Source: an optimization exercise on an open RTL-to-GDS flow (aim: a short achievable clock period and few clock cycles). Production flows keep margins and buffers that such runs may drop.
Function was checked by simulation only, so behaviour that the tests miss may differ from the original.
Power and IR drop assume default switching activity.

**design/flow/config.mk**
```make
export PLATFORM = sky130hd
export DESIGN_NAME = pacal_core
export DESIGN_NICKNAME = pacal_core
export VERILOG_FILES = /design/flow/design.v
export SDC_FILE = /design/flow/constraint.sdc
export NUM_CORES = 4
export LEC_CHECK = 0
export ABC_CLOCK_PERIOD_IN_PS = 3000
export CAP_MARGIN = 20
export CELL_PAD_IN_SITES_DETAIL_PLACEMENT = 1
export CELL_PAD_IN_SITES_GLOBAL_PLACEMENT = 1
export CORE_MARGIN = 2
export CORE_UTILIZATION = 25
export PLACE_DENSITY = 0.45
export SETUP_SLACK_MARGIN = 5
export SLEW_MARGIN = 20
```
**design/flow/constraint.sdc**
```tcl
create_clock -name core_clock -period 10.0 [get_ports {clk}]
set_input_delay 2.0000 -clock core_clock [delete_from_list [all_inputs] [get_ports {clk}]]
set_output_delay 2.0000 -clock core_clock [all_outputs]
set_load 0.01 [all_outputs]
```
**design/flow/run.sh**
```bash
#!/bin/bash
# synth_recipe.tcl (not shown) runs the flow's synth.tcl, then flattens the netlist and writes it again
# the make line also repeats each setting of config.mk as NAME=value (left out here)
make -C /OpenROAD-flow-scripts/flow DESIGN_CONFIG=/design/flow/config.mk WORK_HOME=/design/flow/orfs CLKGATE_MAP_FILE= SYNTH_SCRIPT=/design/flow/synth_recipe.tcl finish
```
**design/flow/design.v**
```verilog
module pacal_core (
    input  wire        clk,
    input  wire        rst,           
    input  wire        load_en,
    input  wire [1:0]  load_sel,      
    input  wire [3:0]  load_addr,
    input  wire [15:0] load_data,
    input  wire        run,
    input  wire        stop,
    input  wire [3:0]  irq_req,       
    input  wire [3:0]  irq_mask,
    input  wire        irq_enable,
    input  wire        key_avail,
    input  wire [3:0]  key_data,
    output wire        key_pop,
    output wire        char_valid,
    output wire [3:0]  char_data,
    output wire        running,
    output wire [2:0]  fault,
    input  wire [4:0]  dbg_addr,
    output reg  [3:0]  dbg_data
);
    localparam ROM_SIZE   = 2;
    localparam RAM_SIZE   = 10;
    localparam KEY_STATUS = 4'd13;
    localparam KEY_DATA   = 4'd14;
    localparam CHAR_OUT   = 4'd15;
    localparam F_NONE     = 3'd0;
    localparam F_UNKNOWN  = 3'd1;
    localparam F_UNDER    = 3'd2;
    localparam F_OVER     = 3'd3;
    localparam F_RETRANGE = 3'd4;
    localparam F_IRET     = 3'd5;
    localparam P_ALU = 0, P_CMP = 1, P_MOV = 2, P_LD = 3, P_ST = 4, P_NOP = 5,
               P_JMPI = 6, P_JCCI = 7, P_HLT = 8, P_LEGAL = 9,
               P_ADD = 10, P_SUB = 11, P_MUL = 12, P_AND = 13, P_OR = 14, P_XOR = 15,
               P_RA = 16, P_RB = 20, P_IMM = 24, P_FZ = 28, P_FNZ = 29, P_FC = 30,
               P_JMP = 31, P_JCC = 32, P_CALL = 33, P_RET = 34,
               P_IRET = 35, P_IRQ = 36, P_LINE = 37, P_SIM = 39, P_END = 40,
               P_I14 = 41, P_I15 = 42, PDW = 43;
    reg [PDW-1:0] pd   [0:15];        
    reg [4:0]     prog_len;
    reg [15:0]    endm;               
    reg [3:0]     rom  [0:ROM_SIZE-1];
    reg [3:0]     ram  [0:RAM_SIZE-1];
    reg [3:0]     regs [0:3];
    reg [3:0]     pc;
    reg [15:0]    pc_oh;              
    reg [PDW-1:0] fa, fb, fc;         
    reg           flag_c, flag_z;
    reg [3:0]     stack [0:15];
    reg [4:0]     sp;
    reg [3:0]     tos;                
    reg [3:0]     irq_status;
    reg           in_handler;
    reg [3:0]     saved_pc;
    reg [1:0]     saved_flags;        
    reg           run_q;
    reg [2:0]     fault_q;
    reg [3:0]     fault_pc;
    reg           kav_q;              
    reg [3:0]     kdat_q;
    reg           popped_q;           
    reg [3:0]     mask_q;             
    reg           en_q;
    reg           char_q;             
    reg [3:0]     chdat_q;
    assign running = run_q;
    assign fault   = fault_q;
    function legal_word;
        input [15:0] w;
        reg [3:0] op;
        reg       m;
        reg [2:0] f;
        reg [1:0] ra, rb;
        reg [3:0] imm;
        begin
            op  = w[15:12];
            m   = w[11];
            f   = w[10:8];
            ra  = w[7:6];
            rb  = w[5:4];
            imm = w[3:0];
            case (op)
                4'h0: legal_word = (w == 16'h0000);
                4'h1, 4'h2, 4'h3, 4'h4, 4'h5, 4'h6, 4'h7, 4'h8, 4'h9, 4'hA:
                    legal_word = (f == 3'b000) && (m ? (rb == 2'b00) : (imm == 4'h0));
                4'hB, 4'hD:
                    legal_word = (f == 3'b000) && (ra == 2'b00) && (m ? (rb == 2'b00) : (imm == 4'h0));
                4'hC:
                    legal_word = (f <= 3'b010) && (ra == 2'b00) && (m ? (rb == 2'b00) : (imm == 4'h0));
                4'hE:
                    legal_word = (w == 16'hE000) || (w == 16'hE100);
                default:  
                    legal_word = (w == 16'hF000) || ((w & 16'hFFFC) == 16'hF100);
            endcase
        end
    endfunction
    function [PDW-1:0] predecode;
        input [15:0] w;
        reg [3:0] op;
        reg       lg;
        reg [PDW-1:0] p;
        begin
            op = w[15:12];
            lg = legal_word(w);
            p = {PDW{1'b0}};
            p[P_LEGAL] = lg;
            p[P_ALU]   = lg && (op >= 4'h1) && (op <= 4'h6);
            p[P_CMP]   = lg && (op == 4'h7);
            p[P_MOV]   = lg && (op == 4'h8);
            p[P_LD]    = lg && (op == 4'h9);
            p[P_ST]    = lg && (op == 4'hA);
            p[P_NOP]   = lg && (op == 4'h0);
            p[P_SIM]   = lg && (op <= 4'hA);
            p[P_I14]   = w[11] && (w[3:0] == KEY_DATA);
            p[P_I15]   = w[11] && (w[3:0] == CHAR_OUT);
            p[P_JMPI]  = lg && (op == 4'hB) && w[11];
            p[P_JCCI]  = lg && (op == 4'hC) && w[11];
            p[P_JMP]   = lg && (op == 4'hB);
            p[P_JCC]   = lg && (op == 4'hC);
            p[P_CALL]  = lg && (op == 4'hD);
            p[P_RET]   = lg && (op == 4'hE) && !w[8];
            p[P_IRET]  = lg && (op == 4'hE) &&  w[8];
            p[P_HLT]   = lg && (op == 4'hF) && !w[8];
            p[P_IRQ]   = lg && (op == 4'hF) &&  w[8];
            p[P_LINE +: 2] = w[1:0];
            p[P_ADD]   = (op == 4'h1);
            p[P_SUB]   = (op == 4'h2) || (op == 4'h7);
            p[P_MUL]   = (op == 4'h3);
            p[P_AND]   = (op == 4'h4);
            p[P_OR]    = (op == 4'h5);
            p[P_XOR]   = (op == 4'h6);
            p[P_RA +: 4] = 4'b0001 << w[7:6];
            p[P_RB +: 4] = w[11] ? 4'b0000 : (4'b0001 << w[5:4]);
            p[P_IMM +: 4] = w[11] ? w[3:0] : 4'h0;
            p[P_FZ]    = (w[9:8] == 2'b00);
            p[P_FNZ]   = (w[9:8] == 2'b01);
            p[P_FC]    = w[9];
            predecode = p;
        end
    endfunction
    function [15:0] onehot;
        input [3:0] x;
        begin
            onehot = 16'h0001 << x;
        end
    endfunction
    wire [3:0]  r0 = regs[0], r1 = regs[1], r2 = regs[2], r3 = regs[3];
    wire [47:0] cells = {ram[9], ram[8], ram[7], ram[6], ram[5], ram[4],
                         ram[3], ram[2], ram[1], ram[0], rom[1], rom[0]};
    function [3:0] rsel;
        input [3:0] oh;
        input [3:0] x0, x1, x2, x3;
        begin
            rsel = ({4{oh[0]}} & x0) | ({4{oh[1]}} & x1) |
                   ({4{oh[2]}} & x2) | ({4{oh[3]}} & x3);
        end
    endfunction
    function [3:0] bus_read;
        input [3:0]  adr;
        input        kav;
        input [3:0]  kdat;
        input [47:0] cl;
        begin
            if (adr == KEY_STATUS)
                bus_read = {3'b000, kav};
            else if (adr == KEY_DATA)
                bus_read = kav ? kdat : 4'h0;
            else if (adr < ROM_SIZE + RAM_SIZE)
                bus_read = cl[adr*4 +: 4];
            else
                bus_read = 4'h0;
        end
    endfunction
    function cond_of;
        input [PDW-1:0] p;
        input           c, z;
        begin
            cond_of = (p[P_FZ] & z) | (p[P_FNZ] & ~z) | (p[P_FC] & c);
        end
    endfunction
    function [4:0] add4;
        input [3:0] x;
        input [3:0] y;
        input       ci;
        reg [3:0] g, p;
        reg [4:0] c;
        begin
            g = x & y;
            p = x ^ y;
            c[0] = ci;
            c[1] = g[0] | (p[0] & ci);
            c[2] = g[1] | (p[1] & g[0]) | (p[1] & p[0] & ci);
            c[3] = g[2] | (p[2] & g[1]) | (p[2] & p[1] & g[0]) | (p[2] & p[1] & p[0] & ci);
            c[4] = g[3] | (p[3] & g[2]) | (p[3] & p[2] & g[1]) | (p[3] & p[2] & p[1] & g[0]) |
                   (p[3] & p[2] & p[1] & p[0] & ci);
            add4 = {c[4], p ^ c[3:0]};
        end
    endfunction
    function gt4;
        input [3:0] x;
        input [3:0] y;
        reg [3:0] e;
        begin
            e = ~(x ^ y);
            gt4 = (x[3] & ~y[3]) | (e[3] & x[2] & ~y[2]) |
                  (e[3] & e[2] & x[1] & ~y[1]) | (e[3] & e[2] & e[1] & x[0] & ~y[0]);
        end
    endfunction
    function addz;
        input [3:0] x;
        input [3:0] y;
        reg [3:0] t, o;
        begin
            t = x ^ y;
            o = x | y;
            addz = !t[0] && (t[1] == o[0]) && (t[2] == o[1]) && (t[3] == o[2]);
        end
    endfunction
    function [5:0] alu_nm;
        input [PDW-1:0] p;
        input [3:0] a;
        input [3:0] b;
        reg [4:0] s, d;
        reg [3:0] r;
        reg       c, z;
        begin
            s = add4(a, b, 1'b0);
            d = add4(a, ~b, 1'b1);
            r = ({4{p[P_ADD]}} & s[3:0]) | ({4{p[P_SUB]}} & d[3:0]) |
                ({4{p[P_AND]}} & (a & b)) | ({4{p[P_OR]}} & (a | b)) |
                ({4{p[P_XOR]}} & (a ^ b));
            c = (p[P_ADD] & gt4(a, ~b)) | (p[P_SUB] & gt4(b, a));
            z = (p[P_ADD] & addz(a, b)) | (p[P_SUB] & (a == b)) |
                (p[P_AND] & ((a & b) == 4'h0)) | (p[P_OR] & ((a | b) == 4'h0)) |
                (p[P_XOR] & (a == b));
            alu_nm = {c, z, r};
        end
    endfunction
    function [5:0] alu_mul;
        input [3:0] a;
        input [3:0] b;
        reg [7:0] m;
        reg       c;
        begin
            m = a * b;
            c = (b[3] & (a[3] | a[2] | a[1])) |
                (~b[3] & b[2] & b[1] & (a[3] | a[2] | (a[1] & a[0]))) |
                (~b[3] & b[2] & ~b[1] & (a[3] | a[2])) |
                (~b[3] & ~b[2] & b[1] & b[0] & (a[3] | (a[2] & a[1]))) |
                (~b[3] & ~b[2] & b[1] & ~b[0] & a[3]);
            alu_mul = {c, ((a == 4'h0) | (b == 4'h0)), m[3:0]};
        end
    endfunction
    wire [3:0]  pcB   = pc + 4'd1;
    wire [3:0]  pcC   = pc + 4'd2;
    wire [3:0]  pcD   = pc + 4'd3;
    wire        endA  = fa[P_END];
    wire        simA  = !endA && fa[P_SIM];
    wire        okA   = !endA && fa[P_LEGAL];
    wire [3:0]  aA    = rsel(fa[P_RA +: 4], r0, r1, r2, r3);
    wire [3:0]  bA    = rsel(fa[P_RB +: 4], r0, r1, r2, r3) | fa[P_IMM +: 4];
    wire [5:0]  nA    = alu_nm(fa, aA, bA);
    wire [5:0]  mA    = alu_mul(aA, bA);
    wire [3:0]  ldA   = bus_read(bA, kav_q, kdat_q, cells);
    wire        memA  = fa[P_LD] | fa[P_ST];
    wire        wregA = fa[P_ALU] | fa[P_MOV] | fa[P_LD];
    wire [3:0]  fwdA  = ({4{fa[P_ALU] & ~fa[P_MUL]}} & nA[3:0]) | ({4{fa[P_MOV]}} & bA) |
                        ({4{fa[P_LD]}} & ldA);
    wire [3:0]  resA  = fa[P_MUL] ? mA[3:0] : fwdA;
    wire        wflA  = fa[P_ALU] | fa[P_CMP];
    wire        cA    = wflA ? (fa[P_MUL] ? mA[5] : nA[5]) : flag_c;
    wire        zA    = wflA ? (fa[P_MUL] ? mA[4] : nA[4]) : flag_z;
    wire [3:0]  e14    = {r3 == KEY_DATA, r2 == KEY_DATA, r1 == KEY_DATA, r0 == KEY_DATA};
    wire [3:0]  e15    = {r3 == CHAR_OUT, r2 == CHAR_OUT, r1 == CHAR_OUT, r0 == CHAR_OUT};
    wire        a14A   = fa[P_I14] || |(fa[P_RB +: 4] & e14);
    wire        a15A   = fa[P_I15] || |(fa[P_RB +: 4] & e15);
    wire        chA    = fa[P_ST] && a15A;
    wire        stallA = (popped_q && fa[P_LD]) || (char_q && chA);
    wire        condA = cond_of(fa, flag_c, flag_z);
    wire [3:0] stack_top = tos;
    wire [3:0] sp_m2     = sp[3:0] - 4'd2;
    wire [3:0] stack_nxt = stack[sp_m2];
    wire        endB  = fb[P_END];
    wire        faB   = wregA && |(fa[P_RA +: 4] & fb[P_RA +: 4]);
    wire        fbB   = wregA && |(fa[P_RA +: 4] & fb[P_RB +: 4]);
    wire [3:0]  arB   = rsel(fb[P_RA +: 4], r0, r1, r2, r3);
    wire [3:0]  brvB  = rsel(fb[P_RB +: 4], r0, r1, r2, r3);
    wire [3:0]  aB    = faB ? fwdA : arB;
    wire [3:0]  bB    = (fbB ? fwdA : brvB) | fb[P_IMM +: 4];
    wire [3:0]  amB   = faB ? bA : arB;
    wire [3:0]  bmB   = (fbB ? bA : brvB) | fb[P_IMM +: 4];
    wire [5:0]  nB    = alu_nm(fb, aB, bB);
    wire [5:0]  mB    = alu_mul(amB, bmB);
    wire [3:0]  ldB   = bus_read(bmB, kav_q, kdat_q, cells);
    wire        memB  = fb[P_LD] | fb[P_ST];
    wire        wregB = fb[P_ALU] | fb[P_MOV] | fb[P_LD];
    wire [3:0]  resB  = ({4{fb[P_ALU] & ~fb[P_MUL]}} & nB[3:0]) | ({4{fb[P_MUL]}} & mB[3:0]) |
                        ({4{fb[P_MOV]}} & bB) | ({4{fb[P_LD]}} & ldB);
    wire        wflB  = fb[P_ALU] | fb[P_CMP];
    reg [15:0]  cvB, zvB, tkvC;
    reg [3:0]   av, bv;
    reg [5:0]   nv, mv;
    integer     v;
    always @(*) begin
        for (v = 0; v < 16; v = v + 1) begin
            av = faB ? v[3:0] : arB;
            bv = (fbB ? v[3:0] : brvB) | fb[P_IMM +: 4];
            nv = alu_nm(fb, av, bv);
            mv = alu_mul(av, bv);
            cvB[v]  = fb[P_MUL] ? mv[5] : nv[5];
            zvB[v]  = fb[P_MUL] ? mv[4] : nv[4];
            tkvC[v] = cond_of(fc, cvB[v], zvB[v]);
        end
    end
    wire        cB    = wflB ? cvB[fwdA] : cA;
    wire        zB    = wflB ? zvB[fwdA] : zA;
    wire        depB  = faB | fbB;
    wire        simB  = !endB && fb[P_SIM] &&
                        !(memA && memB) && !(popped_q && fb[P_LD]) &&
                        !(depB && fa[P_MUL]) && !(depB && fb[P_MUL] && !fa[P_MOV]) &&
                        !(fbB && memB && !fa[P_MOV]);
    wire        stopB = endB || fb[P_HLT];
    wire        brB   = !endB && (fb[P_JMPI] || fb[P_JCCI]);
    wire        tkB   = fb[P_JMPI] || cond_of(fb, cA, zA);
    wire        endC  = fc[P_END];
    wire        stopC = endC || fc[P_HLT];
    wire        brC   = !endC && (fc[P_JMPI] || fc[P_JCCI]);
    wire        tkC   = fc[P_JMPI] || (wflB ? tkvC[fwdA] : cond_of(fc, cA, zA));
    wire [3:0] armed    = irq_status & mask_q;
    wire       irq_take = en_q && !in_handler && (armed != 4'h0);
    wire [1:0] irq_line = armed[0] ? 2'd0 : armed[1] ? 2'd1 : armed[2] ? 2'd2 : 2'd3;
    wire       exec     = run_q && !stop && !irq_take && !stallA;
    wire       exA      = exec && simA;           
    wire       exB      = exA && simB;            
    wire       ramA     = (bA >= ROM_SIZE) && (bA < ROM_SIZE + RAM_SIZE);
    wire       ramB     = (bmB >= ROM_SIZE) && (bmB < ROM_SIZE + RAM_SIZE);
    wire       popA     = fa[P_LD] && (bA == KEY_DATA) && kav_q;
    wire       popB     = fb[P_LD] && (bmB == KEY_DATA) && kav_q;
    wire       go_ld    = run_q && !stop && !irq_take && !popped_q && simA && kav_q;
    wire       a14B     = fb[P_I14] || (fbB ? a14A : |(fb[P_RB +: 4] & e14));
    assign key_pop    = go_ld && ((fa[P_LD] && a14A) || (simB && fb[P_LD] && a14B));
    wire       chB      = fb[P_ST] && (bmB == CHAR_OUT);
    wire       chgrp    = simB && chB;
    assign char_valid = (exA && chA) || char_q;
    assign char_data  = char_q ? chdat_q : aA;
    localparam E_HOLD = 0, E_K1 = 1, E_K2 = 2, E_K3 = 3, E_SLOW = 4;
    reg [4:0] esel;
    reg [3:0] slow_pc;
    reg       grpA;                   
    always @(*) begin
        esel    = 5'b0;
        slow_pc = bA;
        grpA    = 1'b0;
        if (!run_q) begin
            esel[E_SLOW] = 1'b1;
            slow_pc      = pc;
        end else if (stallA) begin
            esel[E_HOLD] = 1'b1;
        end else if (irq_take) begin
            esel[E_SLOW] = 1'b1;
            slow_pc      = {irq_line, 2'b00};
        end else if (endA || fa[P_HLT] || !fa[P_LEGAL]) begin
            esel[E_HOLD] = 1'b1;
        end else if (simA) begin
            grpA = 1'b1;
            if (simB) begin
                if (brC)              esel[E_K3] = 1'b1;
                else                  esel[E_K2] = 1'b1;
            end else begin
                if (brB)              esel[E_K2] = 1'b1;
                else                  esel[E_K1] = 1'b1;
            end
        end else if (fa[P_JMP] || fa[P_JCC]) begin
            if (fa[P_JMP] || condA) esel[E_SLOW] = 1'b1;
            else                    esel[E_K1] = 1'b1;
        end else if (fa[P_CALL]) begin
            if (sp == 5'd16) esel[E_HOLD] = 1'b1;
            else             esel[E_SLOW] = 1'b1;
        end else if (fa[P_RET]) begin
            if (sp == 5'd0 || {1'b0, stack_top} >= prog_len) esel[E_HOLD] = 1'b1;
            else begin
                esel[E_SLOW] = 1'b1;
                slow_pc      = stack_top;
            end
        end else if (fa[P_IRET]) begin
            if (!in_handler) esel[E_HOLD] = 1'b1;
            else begin
                esel[E_SLOW] = 1'b1;
                slow_pc      = (en_q && (armed != 4'h0)) ? {irq_line, 2'b00} : saved_pc;
            end
        end else begin
            if (en_q && !in_handler && mask_q[fa[P_LINE +: 2]]) begin
                esel[E_SLOW] = 1'b1;
                slow_pc      = {fa[P_LINE +: 2], 2'b00};
            end else
                esel[E_K1] = 1'b1;
        end
    end
    wire take = grpA && (simB ? (brC && tkC) : (brB && tkB));
    reg stop_now;
    always @(*) begin
        stop_now = 1'b0;
        if (simA) begin
            if (simB) stop_now = stopC;
            else      stop_now = stopB || (brB && !tkB && stopC);
            if (chgrp) stop_now = 1'b0;
        end else if (fa[P_JCC])
            stop_now = !condA && stopB;
        else if (fa[P_IRQ])
            stop_now = !(en_q && !in_handler && mask_q[fa[P_LINE +: 2]]) && stopB;
    end
    function [15:0] rotl;
        input [15:0] x;
        input [3:0]  k;
        begin
            rotl = (x << k) | (x >> (5'd16 - {1'b0, k}));
        end
    endfunction
    function [PDW-1:0] rd;
        input [15:0] oh;
        input [15:0] em;
        input [16*PDW-1:0] all;
        integer q;
        reg [PDW-1:0] v;
        begin
            v = {PDW{1'b0}};
            for (q = 0; q < 16; q = q + 1)
                v = v | ({PDW{oh[q]}} & all[q*PDW +: PDW]);
            v[P_END] = |(oh & em);
            rd = v;
        end
    endfunction
    reg [16*PDW-1:0] pd_all;
    integer q2;
    always @(*) begin
        for (q2 = 0; q2 < 16; q2 = q2 + 1)
            pd_all[q2*PDW +: PDW] = pd[q2];
    end
    wire [3:0]  pc_t  = simB ? fc[P_IMM +: 4] : fb[P_IMM +: 4];
    wire [3:0]  tgt   = grpA ? pc_t : slow_pc;
    wire [15:0] ohT   = onehot(tgt);
    wire [15:0] ohK3  = rotl(pc_oh, 4'd3);
    wire [PDW-1:0] k3 = rd(ohK3, endm, pd_all);
    wire [PDW-1:0] k4 = rd(rotl(pc_oh, 4'd4), endm, pd_all);
    wire [PDW-1:0] k5 = rd(rotl(pc_oh, 4'd5), endm, pd_all);
    wire [PDW-1:0] t0 = rd(ohT, endm, pd_all);
    wire [PDW-1:0] t1 = rd(rotl(ohT, 4'd1), endm, pd_all);
    wire [PDW-1:0] t2 = rd(rotl(ohT, 4'd2), endm, pd_all);
    wire [PDW-1:0] fa_e = ({PDW{esel[E_HOLD]}} & fa) | ({PDW{esel[E_K1]}} & fb) |
                          ({PDW{esel[E_K2]}} & fc) | ({PDW{esel[E_K3]}} & k3) |
                          ({PDW{esel[E_SLOW]}} & t0);
    wire [PDW-1:0] fb_e = ({PDW{esel[E_HOLD]}} & fb) | ({PDW{esel[E_K1]}} & fc) |
                          ({PDW{esel[E_K2]}} & k3) | ({PDW{esel[E_K3]}} & k4) |
                          ({PDW{esel[E_SLOW]}} & t1);
    wire [PDW-1:0] fc_e = ({PDW{esel[E_HOLD]}} & fc) | ({PDW{esel[E_K1]}} & k3) |
                          ({PDW{esel[E_K2]}} & k4) | ({PDW{esel[E_K3]}} & k5) |
                          ({PDW{esel[E_SLOW]}} & t2);
    wire [15:0] pc_oh_e = ({16{esel[E_HOLD]}} & pc_oh) | ({16{esel[E_K1]}} & rotl(pc_oh, 4'd1)) |
                          ({16{esel[E_K2]}} & rotl(pc_oh, 4'd2)) | ({16{esel[E_K3]}} & ohK3) |
                          ({16{esel[E_SLOW]}} & ohT);
    wire [3:0]  pc_e    = ({4{esel[E_HOLD]}} & pc) | ({4{esel[E_K1]}} & pcB) |
                          ({4{esel[E_K2]}} & pcC) | ({4{esel[E_K3]}} & pcD) |
                          ({4{esel[E_SLOW]}} & slow_pc);
    wire [PDW-1:0] fa_t    = t0;
    wire [PDW-1:0] fb_t    = t1;
    wire [PDW-1:0] fc_t    = t2;
    wire [15:0]    pc_oh_t = ohT;
    wire [PDW-1:0] fa_n    = take ? fa_t : fa_e;
    wire [PDW-1:0] fb_n    = take ? fb_t : fb_e;
    wire [PDW-1:0] fc_n    = take ? fc_t : fc_e;
    wire [15:0]    pc_oh_n = take ? pc_oh_t : pc_oh_e;
    wire [3:0]     pc_n    = take ? pc_t : pc_e;
    integer i;
    always @(posedge clk) begin
        kav_q    <= key_avail;
        kdat_q   <= key_data;
        mask_q   <= irq_mask;
        en_q     <= irq_enable;
        popped_q <= key_pop;
        char_q   <= 1'b0;
        chdat_q  <= aB;
        fa       <= fa_n;
        fb       <= fb_n;
        fc       <= fc_n;
        if (rst) begin
            for (i = 0; i < 4; i = i + 1) regs[i] <= 4'h0;
            for (i = 0; i < RAM_SIZE; i = i + 1) ram[i] <= 4'h0;
            prog_len    <= 5'd0;
            endm        <= 16'hFFFF;
            pc          <= 4'h0;
            pc_oh       <= 16'h0001;
            flag_c      <= 1'b0;
            flag_z      <= 1'b0;
            sp          <= 5'd0;
            irq_status  <= 4'h0;
            in_handler  <= 1'b0;
            saved_pc    <= 4'h0;
            saved_flags <= 2'b00;
            run_q       <= 1'b0;
            fault_q     <= F_NONE;
            fault_pc    <= 4'h0;
        end else begin
            irq_status <= irq_status | irq_req;
            if (!run_q) begin
                if (load_en) begin
                    case (load_sel)
                        2'd0: pd[load_addr] <= predecode(load_data);
                        2'd1: if (load_addr < ROM_SIZE) rom[load_addr[0]] <= load_data[3:0];
                        2'd2: begin
                            prog_len <= load_data[4:0];
                            for (i = 0; i < 16; i = i + 1)
                                endm[i] <= (i >= load_data[4:0]);
                            pc       <= 4'h0;
                            pc_oh    <= 16'h0001;
                        end
                        default: ;
                    endcase
                end else if (run) begin
                    run_q    <= 1'b1;
                    fault_q  <= F_NONE;
                    fault_pc <= 4'h0;
                end
            end else if (stop) begin
                run_q <= 1'b0;
            end else begin
                pc    <= pc_n;
                pc_oh <= pc_oh_n;
                if (stop_now && !irq_take && !stallA)
                    run_q <= 1'b0;
                if (irq_take) begin
                    saved_pc    <= pc;
                    saved_flags <= {flag_c, flag_z};
                    in_handler  <= 1'b1;
                    irq_status  <= (irq_status & ~(4'b0001 << irq_line)) | irq_req;
                end else if (stallA) begin
                end else if (endA || fa[P_HLT]) begin
                    run_q <= 1'b0;
                end else if (!fa[P_LEGAL]) begin
                    fault_q  <= F_UNKNOWN;
                    fault_pc <= pc;
                    run_q    <= 1'b0;
                end else if (simA) begin
                    char_q <= simB && chB;
                    if (wregA) regs[{fa[P_RA+3] | fa[P_RA+2], fa[P_RA+3] | fa[P_RA+1]}] <= resA;
                    if (fa[P_ST] && ramA) ram[bA - ROM_SIZE] <= aA;
                    if (simB) begin
                        if (wregB) regs[{fb[P_RA+3] | fb[P_RA+2], fb[P_RA+3] | fb[P_RA+1]}] <= resB;
                        if (fb[P_ST] && ramB) ram[bB - ROM_SIZE] <= aB;
                        flag_c <= cB;
                        flag_z <= zB;
                    end else begin
                        flag_c <= cA;
                        flag_z <= zA;
                    end
                end else if (fa[P_CALL]) begin
                    if (sp == 5'd16) begin
                        fault_q  <= F_OVER;
                        fault_pc <= pc;
                        run_q    <= 1'b0;
                    end else begin
                        stack[sp[3:0]] <= pcB;
                        tos <= pcB;
                        sp  <= sp + 5'd1;
                    end
                end else if (fa[P_RET]) begin
                    if (sp == 5'd0) begin
                        fault_q  <= F_UNDER;
                        fault_pc <= pc;
                        run_q    <= 1'b0;
                    end else if ({1'b0, stack_top} >= prog_len) begin
                        fault_q  <= F_RETRANGE;
                        fault_pc <= pc;
                        run_q    <= 1'b0;
                    end else begin
                        tos <= stack_nxt;
                        sp  <= sp - 5'd1;
                    end
                end else if (fa[P_IRET]) begin
                    if (!in_handler) begin
                        fault_q  <= F_IRET;
                        fault_pc <= pc;
                        run_q    <= 1'b0;
                    end else if (en_q && (armed != 4'h0)) begin
                        flag_c     <= saved_flags[1];
                        flag_z     <= saved_flags[0];
                        irq_status <= (irq_status | irq_req) & ~(4'b0001 << irq_line);
                    end else begin
                        flag_c     <= saved_flags[1];
                        flag_z     <= saved_flags[0];
                        in_handler <= 1'b0;
                    end
                end else if (fa[P_IRQ]) begin
                    if (en_q && !in_handler && mask_q[fa[P_LINE +: 2]]) begin
                        saved_pc    <= pcB;
                        saved_flags <= {flag_c, flag_z};
                        in_handler  <= 1'b1;
                        irq_status  <= (irq_status | irq_req) & ~(4'b0001 << fa[P_LINE +: 2]);
                    end else
                        irq_status <= irq_status | irq_req | (4'b0001 << fa[P_LINE +: 2]);
                end
            end
        end
    end
    wire [127:0] dbg_vec = {
        4'h0, 4'h0,                                    
        {2'b00, saved_flags}, saved_pc,                
        {3'b000, in_handler}, irq_status,              
        (sp == 5'd0) ? 4'h0 : stack_top,               
        {3'b000, sp[4]}, sp[3:0],                      
        fault_pc, pc, {2'b00, flag_c, flag_z},         
        r3, r2, r1, r0,                                
        4'h0, 4'h0, 4'h0, 4'h0,                        
        cells};                                        
    wire [3:0] dlo = 4'b0001 << dbg_addr[1:0];
    wire [7:0] dhi = 8'b00000001 << dbg_addr[4:2];
    reg  [3:0] dgrp [0:7];
    integer g;
    always @(*) begin
        for (g = 0; g < 8; g = g + 1)
            dgrp[g] = ({4{dlo[0]}} & dbg_vec[g*16 +: 4]) | ({4{dlo[1]}} & dbg_vec[g*16 + 4 +: 4]) |
                      ({4{dlo[2]}} & dbg_vec[g*16 + 8 +: 4]) | ({4{dlo[3]}} & dbg_vec[g*16 + 12 +: 4]);
        dbg_data = 4'h0;
        for (g = 0; g < 8; g = g + 1)
            dbg_data = dbg_data | ({4{dhi[g]}} & dgrp[g]);
    end
endmodule
```
==> flow_metrics.tcl, run 1 <==
set metrics [dict create \
    dr_wl_met3_um 50660 \
    dominant_combinational_cell_family_by_area_after_synthesis "compound AO/OA/AOI/OAI gates" \
    cts_buffers 132 \
    max_stage_delay_ps 770 \
    ir_drop_uv 139.4 \
    maxClockFrequency_mhz 179.2 \
    path_delay_family "compound AO/OA/AOI/OAI gates" \
    grt_pass1_vias 71690 \
    final_cell_count_no_fill 10270 \
    finalHoldViolations 0 \
    syn_area_mm2 0.06499 \
    routedWlPerCell_um 44.07 \
    met2WireLength_um 192200 \
    placeable_area_mm2 0.2590 \
    die_w_um 513.9 \
    criticalPathCategory "flip-flop to flip-flop" \
    synth_area_per_cell_um2 9.578 \
    post_drt_via_cell_ratio 7.122 \
    gp_congestion 0.9122 \
    gr-total-overflow 0 \
    synth_nets 6900 \
    timing.max_cap.violations 0 \
    yosys.cell_types.count 95 \
    place.port_buffers 59 \
    grt_antenna_before_repair 24 \
    drc 0 \
    n_fill_cell 28620 \
    synth-compound-area-share 0.3457 \
    max-clock-path-buffers 3 \
    post-route-period-util 0.5580 \
    initial_core_utilization 0.2509 \
    slew_violations 0 \
    grt_use_total 0.3291 \
    min_period_ps 5580 \
    crit_chain "buf_4 -> and3_1 -> a31oi_1 -> a31oi_1 -> or2_2 -> or4_4 -> a31o_4 -> buf_8 -> and2_4 -> buf_8 -> a222oi_1 -> nand4_1 -> a2111oi_4 -> o22ai_2" \
    floorplan.rows 187 \
    grt_first_pass_wirelength_um 616500 \
    async_reset_ff_frac 0 \
    post_synth_main_area_contributors "sky130_fd_sc_hd__edfxtp_1 (36%), sky130_fd_sc_hd__a22oi_1 (13%), sky130_fd_sc_hd__dfxtp_1 (6.4%), sky130_fd_sc_hd__a221oi_1 (4.7%), sky130_fd_sc_hd__a22o_1 (4.0%)" \
    detailroute.via_count 73140 \
    timing.critical_path.from_type "flip-flop" \
    p_leak_nw 25.84 \
    worstPathBufferInverterCount 3 \
    fin_worst_skew_ps 50.61 \
    critical-path-slowest-cell "sky130_fd_sc_hd__or4_4" \
    synth_simple_gate_area_frac 0.1290 \
    clock-sinks 995 \
    synthFlopType "sky130_fd_sc_hd__edfxtp_1" \
    synthToLayoutAreaGrowth_pct 22.96 \
    io_pins 60 \
    die_y_um 513.9 \
    final_net_count 6866 \
    maximum_fanout_along_the_worst_path 33 \
    synth_most_common_cell "sky130_fd_sc_hd__a22oi_1" \
    post_route_cells_drive_above_1_share 0.1767 \
    timing_worst_slew_pin_value_ps 1308 \
    post-route-worst-setup-slack_ps 4420 \
    power.density_mw_per_mm2 152.8 \
    wirelength_met1_um 178400 \
    tritoncts "yes" \
    dp_cells 9793 \
    critical_path.endpoint_type "flip-flop" \
    ys_ff_latch 995 \
    drt_wl_total_um 452600 \
    reg_clk_slew_reported_paths_ps 70 \
    setup_total_negative_slack_ps 0 \
    yosys.area.top_type "sky130_fd_sc_hd__edfxtp_1" \
    top_layer "met5" \
    arrival_ps 6280 \
    max_slew_margin 0.1188 \
    timing.hold.worst.class "flip-flop to flip-flop" \
    cp.required_ps 10700 \
    part_of_the_yosys_area_used_for_sequential_elements 0.4279 \
    fin_util 0.3085 \
    timing.hold.ws_ps 453.8 \
    worstSkewPairLatency_ps 860 \
    synth_common_cells "sky130_fd_sc_hd__a22oi_1 (1091), sky130_fd_sc_hd__edfxtp_1 (788), sky130_fd_sc_hd__clkbuf_1 (543), sky130_fd_sc_hd__nand2_1 (539), sky130_fd_sc_hd__nor2_1 (408)" \
    drt_first_iter_violations 12850 \
    synth_enable_flop_cells 788 \
    synth_cells 6785 \
    synthAdderAreaFrac 0.01363 \
    detailedRoute.firstPassIterationCount 12 \
    outcome "finished clean" \
    clk_root_buffer_cell "sky130_fd_sc_hd__clkbuf_16" \
    dpl_worst_slack_ps 2218 \
    grt_max_degree 125 \
    ys.warnings.count 2 \
    synth_xor_area_frac 0.006604 \
    setup-violations-final 0 \
    synth_mux_area_frac 0.03136 \
    setup_repair_after_global_routing_missed_its_margin "true" \
    dp_hpwl_um 253500 \
    dieArea_mm2 0.2640 \
    count_of_h_tree_levels_built_during_cts 4 \
    post-synth-top-area-fraction 0.3641 \
    postRouteAntennaNets 0 \
]
-- final timing paths --
path                              endpoint  slack (ps)                startpoint  depth (start not counted)
setup / recovery            fa[19]$_DFF_P_        4420      regs[2][0]$_DFFE_PP_                         14
hold / removal    fault_pc[2]$_SDFFE_PP0P_         450  fault_pc[2]$_SDFFE_PP0P_                          2
setup reg to reg            fa[19]$_DFF_P_        4420      regs[2][0]$_DFFE_PP_                         14
hold reg to reg   fault_pc[2]$_SDFFE_PP0P_         450  fault_pc[2]$_SDFFE_PP0P_                          2
-- layer usage --
| metal | vias to the layer above | track usage |
|---|---|---|
| met4 | 24 | 0.1940 |
| met3 | 1645 | 0.09568 |
| li1 | 28230 | - |
| met2 | 5877 | 0.4907 |
| met1 | 37370 | 0.4201 |
| met5 | - | 0 |
-- power by group --
part           internal (mW)  switching, mW
combinational          0.866           1.70
sequential              4.51          0.201
clock                   2.83           2.10
total                   8.21           4.00
-- metrics by stage --
stage	instance area, µm²	power [mW]
after floorplan	65390	5.945
after global placement	69760	6.887
after detailed placement	69810	6.891
after CTS	78680	12.13
after global routing	79890	12.51
final	79910	12.21
-- cells in the final DEF (no fill, tap or decap), drive strengths merged, types with 16 or more instances in the layout --
master | Yosys | layout
dfxtp | 207 | 207
xnor2 | 25 | 25
nor2b | 18 | 18
nor4 | 25 | 25
mux2i | 81 | 81
o221ai | 60 | 60
a222oi | 184 | 184
a2111oi | 24 | 24
a32oi | 17 | 17
edfxtp | 788 | 788
mux2 | 17 | 17
mux4 | 46 | 46
a2bb2oi | 19 | 19
clkdlybuf4s50 | 0 | 44
nand2 | 540 | 541
o21ai | 190 | 190
nand4 | 151 | 151
nor3 | 58 | 58
nand2b | 32 | 32
clkinv | 6 | 60
a22oi | 1091 | 1091
a221oi | 352 | 352
clkbuf | 543 | 177
buf | 147 | 449
o22ai | 219 | 219
xor2 | 24 | 24
a22o | 294 | 295
a31oi | 41 | 41
and3 | 39 | 39
a21oi | 255 | 255
nor2 | 410 | 410
and2 | 42 | 55
nand3 | 403 | 403
o31ai | 16 | 16
inv | 75 | 76
a211oi | 52 | 52
ha | 66 | 66
-- flip-flops by register name, summed over array words and instances, names as in the netlist, 3 cells and up --
name        count
fb             42
tos             4
prog_len        5
endm           16
regs           16
fa             40
fc             42
mask_q          4
kdat_q          4
fault_pc        4
stack          64
fault_q         3
pc              4
pc_oh          16
chdat_q         4
pd            656
sp              5
ram            40
irq_status      4
rom             8
saved_pc        4
-- worst min-delay path, cell delays in order (launching register included) --
cell and delay [ps]:
sky130_fd_sc_hd__dfxtp_1 310, sky130_fd_sc_hd__nand2_1 50, sky130_fd_sc_hd__a21oi_1 50
-- logic make-up after synthesis --
kind of cell	count (synthesis)
AOI/OAI and AO/OA	2968
and+or+nand+nor	1789
DFF	995
buffers and inverters	771
muxes	144
adders and majority gates	69
xor gates and xnor gates	49
-- area by class of cell --
| cell class | count | area (µm²) | share of cell area |
|---|---|---|---|
| Tap cell | 3402 | 4257 | 0.05327 |
| Timing Repair Buffer | 505 | 5909 | 0.07395 |
| Clock buffer | 173 | 3611 | 0.04519 |
| Multi-Input combinational cell | 5036 | 37090 | 0.4642 |
| Sequential cell | 995 | 27900 | 0.3492 |
| Antenna cell | 7 | 17.52 | 0.0002192 |
| Clock inverter | 71 | 774.5 | 0.009692 |
| Inverter | 81 | 346.6 | 0.004337 |
-- what timing repair did --
| action | 4_1_cts | 5_1_grt |
|---|---|---|
| hold buffers | 0 | 0 |
| endpoints found under the setup margin | 641 | 361 |
| buffers inserted | 127 | 33 |
| gates cloned | 63 | 1 |
| resized for setup | 495 | 173 |
| pin swaps | 88 | 57 |
Testbench counts, summed over its fixed seeds: cycles 13,016.
==> run 2, diff against run 1 <==
--- a/design/flow/design.v
+++ b/design/flow/design.v
@@ -340,10 +340,10 @@
     wire       popB     = fb[P_LD] && (bmB == KEY_DATA) && kav_q;
     wire       go_ld    = run_q && !stop && !irq_take && !popped_q && simA && kav_q;
     wire       a14B     = fb[P_I14] || (fbB ? a14A : |(fb[P_RB +: 4] & e14));
-    assign key_pop    = go_ld && ((fa[P_LD] && a14A) || (simB && fb[P_LD] && a14B));
+    assign key_pop    = !rst && go_ld && ((fa[P_LD] && a14A) || (simB && fb[P_LD] && a14B));
     wire       chB      = fb[P_ST] && (bmB == CHAR_OUT);
     wire       chgrp    = simB && chB;
-    assign char_valid = (exA && chA) || char_q;
+    assign char_valid = !rst && ((exA && chA) || char_q);
     assign char_data  = char_q ? chdat_q : aA;
     localparam E_HOLD = 0, E_K1 = 1, E_K2 = 2, E_K3 = 3, E_SLOW = 4;
     reg [4:0] esel;
==> run 2 against run 1 <==
  * Largest cell class unchanged
  * Combinational power grew 52%
  * Area after synthesis shrank 0.90%
  * Register-to-register slack gained 120 ps
  * Die area shrank 0.90%
  * Flip-flop and latch count is the same
  * Clock power grew 2%
  * Non-clock buffer count grew 17
  * Maximum frequency shrank 2.1%
  * Via count shrank 2.5%
==> flow_metrics.tcl, run 2 <==
set metrics [dict create \
    reg2reg_depth 20 \
    post-route-period-util 0.5699 \
    synthToLayoutAreaGrowth_pct 23.16 \
    place.port_buffers 59 \
    yosys.area.top_type "sky130_fd_sc_hd__edfxtp_1" \
    synth_nets 6741 \
    synth_area_per_cell_um2 9.719 \
    grt_antenna_before_repair 19 \
    timing.hold.ws_ps 450.2 \
    grt_first_pass_wirelength_um 592200 \
    final_cell_count_no_fill 10120 \
    synthFlopType "sky130_fd_sc_hd__edfxtp_1" \
    gp_congestion 0.8971 \
    ys_ff_latch 995 \
    routedWlPerCell_um 42.42 \
    criticalPathCategory "primary input to output port" \
    registers.top_by_ff_count "pd" \
    dp_cells 9634 \
    max_slew_margin 0.2357 \
    cts_hold_repair.buffers 0 \
    drt_first_iter_violations 13070 \
    floorplan.rows 186 \
    most-common-layout-cells "sky130_fd_sc_hd__a22oi_1 (1196), sky130_fd_sc_hd__edfxtp_1 (788), sky130_fd_sc_hd__nand2_1 (400)" \
    fin_util 0.3093 \
    post_route_cells_drive_above_1_share 0.1859 \
    setup_repair_after_global_routing_missed_its_margin "true" \
    initial_core_utilization 0.2511 \
    syn_area_mm2 0.06440 \
    ir_drop_uv 133.7 \
    clk_root_buffer_cell "sky130_fd_sc_hd__clkbuf_16" \
    drc 0 \
    detailroute.via_count 71310 \
    fin_area_mm2 0.07931 \
    timing.hold.worst.class "flip-flop to flip-flop" \
    drt_wl_total_um 429300 \
    finalHoldViolations 0 \
    maxClockFrequency_mhz 175.5 \
    io_pins 60 \
    timing_worst_slew_pin_value_ps 1143 \
    power.density_mw_per_mm2 174.4 \
    worstSkewPairLatency_ps 860 \
    die_w_um 511.5 \
    setup_total_negative_slack_ps 0 \
    grt_use_total 0.3142 \
    grt_use_met3 0.08360 \
    arrival_ps 3700 \
    most_crowded_layer_after_global_routing "met2" \
    clock-sinks 995 \
    synth_enable_flop_cells 788 \
    die_y_um 511.5 \
    n_fill_cell 28290 \
    part_of_the_yosys_area_used_for_sequential_elements 0.4318 \
    dp_hpwl_um 252300 \
    placeable_area_mm2 0.2565 \
    placedInstanceArea_mm2 0.06934 \
    synth_cells 6626 \
    p_leak_nw 24.68 \
    postRouteAntennaNets 0 \
    detailedRoute.firstPassIterationCount 10 \
    count_of_h_tree_levels_built_during_cts 4 \
    ys.warnings.count 2 \
    tritoncts "yes" \
    post_synth_main_area_contributors "sky130_fd_sc_hd__edfxtp_1 (37%), sky130_fd_sc_hd__a22oi_1 (14%), sky130_fd_sc_hd__dfxtp_1 (6.4%), sky130_fd_sc_hd__a221oi_1 (4.8%), sky130_fd_sc_hd__a22o_1 (3.9%)" \
    grt_pass1_vias 71100 \
    max-clock-path-buffers 3 \
    layout.cells.most_common "sky130_fd_sc_hd__a22oi_1" \
    synth_most_common_cell "sky130_fd_sc_hd__a22oi_1" \
    synth_common_cells "sky130_fd_sc_hd__a22oi_1 (1206), sky130_fd_sc_hd__edfxtp_1 (788), sky130_fd_sc_hd__clkbuf_1 (526), sky130_fd_sc_hd__nand2_1 (413), sky130_fd_sc_hd__nor2_1 (376)" \
    reg_clk_slew_reported_paths_ps 50 \
    cp.required_ps 8000 \
    timing.critical_path.from_type "primary input" \
    setup-violations-final 0 \
    maximum_fanout_along_the_worst_path 6 \
    use_met2 0.4724 \
    post-synth-top-area-fraction 0.3674 \
    post_drt_via_cell_ratio 7.046 \
    final_net_count 6738 \
    grt_use_met1 0.4095 \
    yosys.cell_types.count 92 \
    critical_path.endpoint_type "output port" \
    cts_buffers 131 \
    timing.max_cap.violations 0 \
    async_reset_ff_frac 0 \
    timing.hold.worst_path_depth 2 \
    largest_register_ff_count 656 \
    grt_max_degree 103 \
    fin_worst_skew_ps 62.58 \
    gr-total-overflow 0 \
    dieArea_mm2 0.2617 \
    slew_violations 0 \
    min_period_ps 5699 \
    outcome "finished clean" \
]
-- run 2: changes by cell type in the layout (fill, tap and decap cells not counted), sizes merged, moves of 27 or more --
cell	previous run	this run
o21ai	190	323
nand2	541	413
a22oi	1091	1206
o22ai	219	125
a21oi	255	163
nand3	403	345
nand4	151	206
nor2	410	377
mux2i	81	54
-- run 2: final timing paths --
| kind | start | endpoint | slack, ps |
|---|---|---|---|
| max reg2reg | regs[0][1]$_DFFE_PP_ | fa[4]$_DFF_P_ | 4540 |
| min reg2reg | fault_pc[2]$_SDFFE_PP0P_ | fault_pc[2]$_SDFFE_PP0P_ | 450 |
| min | fault_pc[2]$_SDFFE_PP0P_ | fault_pc[2]$_SDFFE_PP0P_ | 450 |
| max | dbg_addr[0] | dbg_data[3] | 4300 |
-- run 2: cell families (layout without fill, tap and decap cells) --
logic type	Yosys count	count (layout)	synth area share
xor gates and xnor gates	49	49	0.006664
and+or+nand+nor	1629	1639	0.1211
DFF	995	995	0.4318
AOI/OAI and AO/OA	3007	3015	0.3534
muxes	122	122	0.02815
other	0	5	0
adders and majority gates	69	69	0.01376
buffers and inverters	755	842	0.04507
-- run 2: final cells by class --
cell class	instances	area, µm²	share of cell area
inverter	78	315.3	0.003975
clock buffer	176	3587	0.04523
timing repair inverter	1	3.754	0.00004733
antenna	5	12.51	0.0001578
sequential	995	27890	0.3516
timing repair buffer	522	5859	0.07388
tap	3384	4234	0.05338
clock inverter	65	882.1	0.01112
multi-input combinational	4894	36530	0.4606
-- run 2: power by group --
group	internal (mW)	switching (mW)	total, mW
clock network	2.94	2.10	5.04
logic	1.47	2.43	3.90
registers	4.58	0.312	4.90
-- run 2: worst max-delay path, cell delays in order --
cell                      delay [ps]
sky130_fd_sc_hd__buf_12          100
sky130_fd_sc_hd__buf_12          140
sky130_fd_sc_hd__buf_6           100
sky130_fd_sc_hd__mux4_2          530
sky130_fd_sc_hd__mux4_2          470
sky130_fd_sc_hd__nor2_1          100
sky130_fd_sc_hd__a21oi_1          60
sky130_fd_sc_hd__buf_2           180
-- run 2: layer usage --
metal | routed length (µm) | vias to the layer above
li1 | - | 27830
met1 | 172000 | 36570
met2 | 185100 | 5540
met3 | 46450 | 1359
met4 | 25660 | 10
met5 | 66 | -
-- run 2: repair_timing --
| item | in CTS | in global routing |
|---|---|---|
| buffers inserted | 158 | 30 |
| pin swaps | 124 | 71 |
| gates cloned | 48 | 2 |
| setup endpoints to repair | 636 | 358 |
| resized for setup | 599 | 175 |
-- run 2: through the flow --
step,setup slack (ps),power [mW]
5_1_grt,4256,14.25
2_1_floorplan,4762,6.693
3_3_place_gp,2048,8.004
3_5_place_dp,2330,8.012
6_report,4301,13.83
4_1_cts,4270,13.63
Testbench counts of run 2, summed over its fixed seeds: cycles 13,016.
==> run 3, diff against run 2 <==
--- a/design/flow/config.mk
+++ b/design/flow/config.mk
@@ -7,10 +7,8 @@
 export LEC_CHECK = 0
 export ABC_CLOCK_PERIOD_IN_PS = 3000
 export CAP_MARGIN = 20
-export CELL_PAD_IN_SITES_DETAIL_PLACEMENT = 1
-export CELL_PAD_IN_SITES_GLOBAL_PLACEMENT = 1
 export CORE_MARGIN = 2
 export CORE_UTILIZATION = 25
-export PLACE_DENSITY = 0.45
+export PLACE_DENSITY = 0.52
 export SETUP_SLACK_MARGIN = 5
 export SLEW_MARGIN = 20
==> run 3 against run 2 <==
  * Area after synthesis is the same
  * Core utilization shrank 0.59 points
  * Sequential share of layout area grew 0.69 points
  * Largest power group is now registers
  * Combinational power shrank 6.7%
  * Critical endpoint unchanged
  * Sequential power is essentially flat
  * Clock power shrank 12%
  * Highest routed layer unchanged
  * Cell area shrank 1.9%
  * Total power shrank 6.3%
==> flow_metrics.tcl, run 3 <==
set metrics [dict create \
    outcome "finished clean" \
    postRouteAntennaNets 0 \
    setup.reg_to_reg.worst_slack_ps 4730 \
    most-common-layout-cells "sky130_fd_sc_hd__a22oi_1 (1201), sky130_fd_sc_hd__edfxtp_1 (788), sky130_fd_sc_hd__nand2_1 (399)" \
    worstSkewPairLatency_ps 840 \
    synth_most_common_cell "sky130_fd_sc_hd__a22oi_1" \
    post_route_cells_drive_above_1_share 0.1726 \
    min_from "fault_pc[3]$_SDFFE_PP0P_" \
    synth_simple_gate_area_frac 0.1211 \
    drt_first_iter_violations 18270 \
    ir_drop_uv 172.6 \
    initial_core_utilization 0.2511 \
    final_net_count 6657 \
    clk_root_buffer_cell "sky130_fd_sc_hd__clkbuf_16" \
    critical_path.endpoint_type "output port" \
    max-clock-path-buffers 3 \
    ys_ff_latch 995 \
    gr-total-overflow 0 \
    timing.hold.ws_ps 450.2 \
    async_reset_ff_frac 0 \
    post-layout-total-power_mw 12.96 \
    cts_hold_repair.buffers 0 \
    hold_path_end "fault_pc[3]$_SDFFE_PP0P_" \
    synth_common_cells "sky130_fd_sc_hd__a22oi_1 (1206), sky130_fd_sc_hd__edfxtp_1 (788), sky130_fd_sc_hd__clkbuf_1 (526), sky130_fd_sc_hd__nand2_1 (413), sky130_fd_sc_hd__nor2_1 (376)" \
    met2WireLength_um 148600 \
    timing.max_cap.violations 0 \
    post_drt_via_cell_ratio 7.196 \
    timing.hold.worst.class "flip-flop to flip-flop" \
    wirelength_met1_um 134400 \
    count_of_h_tree_levels_built_during_cts 3 \
    setup_repair_after_global_routing_missed_its_margin "true" \
    arrival_ps 3480 \
    io_pins 60 \
    pwr-share-seq 0.378 \
    dp_cells 9589 \
    reg2reg_depth 22 \
    dr_wl_met3_um 60830 \
    r2r_endpoint "fb[40]$_DFF_P_" \
    synth_nets 6741 \
    ys.warnings.count 2 \
    grt_first_pass_wirelength_um 517900 \
    criticalPathCategory "primary input to output port" \
    placeable_area_mm2 0.2565 \
    switchingPower_mw 4.432 \
    tritoncts "yes" \
    regToRegStartpoint "fa[0]$_DFF_P_" \
    drc 0 \
    detailroute.via_count 72220 \
    detailedRoute.firstPassIterationCount 17 \
    synth_xor_area_frac 0.006664 \
    p_leak_nw 23.96 \
    die_w_um 511.5 \
    maxClockFrequency_mhz 182.3 \
    routedWlPerCell_um 37.19 \
    max_slew_margin 0.1726 \
    setup-violations-final 0 \
    finalHoldViolations 0 \
    synth_cells 6626 \
    yosys.area.top_type "sky130_fd_sc_hd__edfxtp_1" \
    gp_congestion 0.9646 \
    power_frac_clock 0.341 \
    post_synth_main_area_contributors "sky130_fd_sc_hd__edfxtp_1 (37%), sky130_fd_sc_hd__a22oi_1 (14%), sky130_fd_sc_hd__dfxtp_1 (6.4%), sky130_fd_sc_hd__a221oi_1 (4.8%), sky130_fd_sc_hd__a22o_1 (3.9%)" \
    cts_buffers 113 \
    top_layer "met5" \
    power_frac_comb 0.281 \
    dieArea_mm2 0.2617 \
    clock-sinks 995 \
    synthToLayoutAreaGrowth_pct 20.82 \
    reg_clk_slew_reported_paths_ps 60 \
    drt_wl_total_um 373200 \
    power.density_mw_per_mm2 166.6 \
    final_cell_count_no_fill 10040 \
    intPower_mw 8.530 \
    timing.hold.worst_path_depth 2 \
    fin_worst_skew_ps 82.33 \
    dominant_combinational_cell_family_by_area_after_synthesis "compound AO/OA/AOI/OAI gates" \
    registers.top_by_ff_count "pd" \
    synthAdderAreaFrac 0.01376 \
    setup_total_negative_slack_ps 0 \
    fin_util 0.3034 \
    slew_violations 0 \
    synth_enable_flop_cells 788 \
    synthFlopType "sky130_fd_sc_hd__edfxtp_1" \
    maximum_fanout_along_the_worst_path 5 \
    floorplan.rows 186 \
    cp.required_ps 8000 \
    max_stage_delay_ps 560 \
    power.switching_fraction 0.3419 \
    synth-compound-area-share 0.3534 \
    post-route-period-util 0.5484 \
    grt_pass1_vias 68110 \
    dp_hpwl_um 205900 \
    synth_area_per_cell_um2 9.719 \
    grt_antenna_before_repair 28 \
    grt_use_total 0.2674 \
    yosys.cell_types.count 92 \
    min_period_ps 5484 \
    die_y_um 511.5 \
    crit_top_cell "sky130_fd_sc_hd__mux4_2" \
    part_of_the_yosys_area_used_for_sequential_elements 0.4318 \
    critical-path-slowest-cell "sky130_fd_sc_hd__mux4_2" \
    timing.critical_path.from_type "primary input" \
    grt_max_degree 109 \
    crit_chain "buf_16 -> mux4_2 -> mux4_2 -> nor2_2 -> a21oi_2 -> buf_2" \
    layout.cells.most_common "sky130_fd_sc_hd__a22oi_1" \
    timing_worst_slew_pin_value_ps 1241 \
    place.port_buffers 59 \
    largest_register_ff_count 656 \
    synth_mux_area_frac 0.02815 \
    syn_area_mm2 0.06440 \
    post-synth-top-area-fraction 0.3674 \
]
[run 3: cells by family after synthesis]
| group | after synthesis |
|---|---|
| adders and majority gates | 69 |
| muxes | 122 |
| xor gates and xnor gates | 49 |
| buffers and inverters | 755 |
| DFF | 995 |
| AOI/OAI and AO/OA | 3007 |
| and+or+nand+nor | 1629 |
[run 3: worst max-delay path by stage]
stage | startpoint | end | slack [ps] | cells past startpoint
5_1_grt | dbg_addr[0] | dbg_data[3] | 4500 | 6
3_3_place_gp | regs[0][0]$_DFFE_PP_ | fc[7]$_DFF_P_ | 2160 | 19
4_1_cts | dbg_addr[4] | dbg_data[3] | 4500 | 5
6_report | dbg_addr[0] | dbg_data[3] | 4520 | 6
3_5_place_dp | regs[0][0]$_DFFE_PP_ | fa[8]$_DFF_P_ | 2670 | 19
2_1_floorplan | dbg_addr[0] | dbg_data[3] | 4760 | 6
[run 3: what timing repair did]
action,4_1_cts,5_1_grt
gates resized for setup,389,303
pin swaps,87,120
cloned,46,10
endpoints found under the setup margin,372,324
setup buffers,129,33
[run 3: cell type report]
class | instances | area (µm²)
repair buffers | 457 | 5194
well taps | 3384 | 4234
fillers | 26260 | 178700
flip-flops and latches | 995 | 27890
multi-input cells | 4896 | 36240
clock inverters | 72 | 809.5
repair inverters | 1 | 8.758
clock buffers | 142 | 3060
inverters | 78 | 335.3
diodes | 11 | 27.53
[run 3: layer usage]
| metal | vias up | GRT usage |
|---|---|---|
| met1 | 34670 | 0.3315 |
| met5 | - | 0.002740 |
| li1 | 27670 | - |
| met2 | 7723 | 0.3769 |
| met4 | 36 | 0.1638 |
| met3 | 2122 | 0.1186 |
[run 3: power by group through the flow]
stage	Combinational [mW]	Sequential [mW]	Clock, mW
4_1_cts	3.25	4.87	4.44
2_1_floorplan	1.93	4.76	0
3_5_place_dp	2.84	4.95	0
5_1_grt	3.82	4.90	4.58
3_3_place_gp	2.84	4.95	0
6_report	3.64	4.90	4.42
[run 3: stage by stage]
stage / area (µm²) / setup WS, ps
2_1_floorplan: 64580 / 4762
3_3_place_gp: 68890 / 2157
3_5_place_dp: 68930 / 2675
4_1_cts: 76050 / 4501
5_1_grt: 77780 / 4497
6_report: 77810 / 4516
[run 3: critical path, delay by kind of cell]
family | cells | cell delay [ps]
buffers and inverters | 2 | 270
AND/OR/NAND/NOR | 1 | 110
multiplexers | 2 | 1040
AO/OA/AOI/OAI | 1 | 50

==> port drivers added, routing unchanged <==
No port has a modelled driver above. Below, the same layouts with a new extraction and two added sets of constraints. Step 1 assumes that a clkbuf_16 drives the clock port and a buf_2 every other input. Step 2 adds t to the input delays and takes it off the output delays; t is the mean of the earliest and latest rising clock arrival at the registers after step 1. Input paths then give back, and output paths get back, about the clock's delay inside the block. a / b / c = ideal / step 1 / step 2; a / b = the first two.
run	shift t [ns]	setup WS [ns]	worst setup path at the end	slew at the worst register clock pin (ns)	pins driven straight from the clock port
run 1	0.929	4.420 / 4.192 / 4.106	input to register	0.07 / 0.07	1
run 2	0.924	4.301 / 4.235 / 4.152	input to register	0.07 / 0.07	1
run 3	0.898	4.516 / 4.272 / 4.272	input to output	0.07 / 0.07	1
After both steps every run listed still meets setup and hold. The setup slack of run 1, which loses most, moves by -0.228 ns with the drivers and by -0.314 ns with both steps.
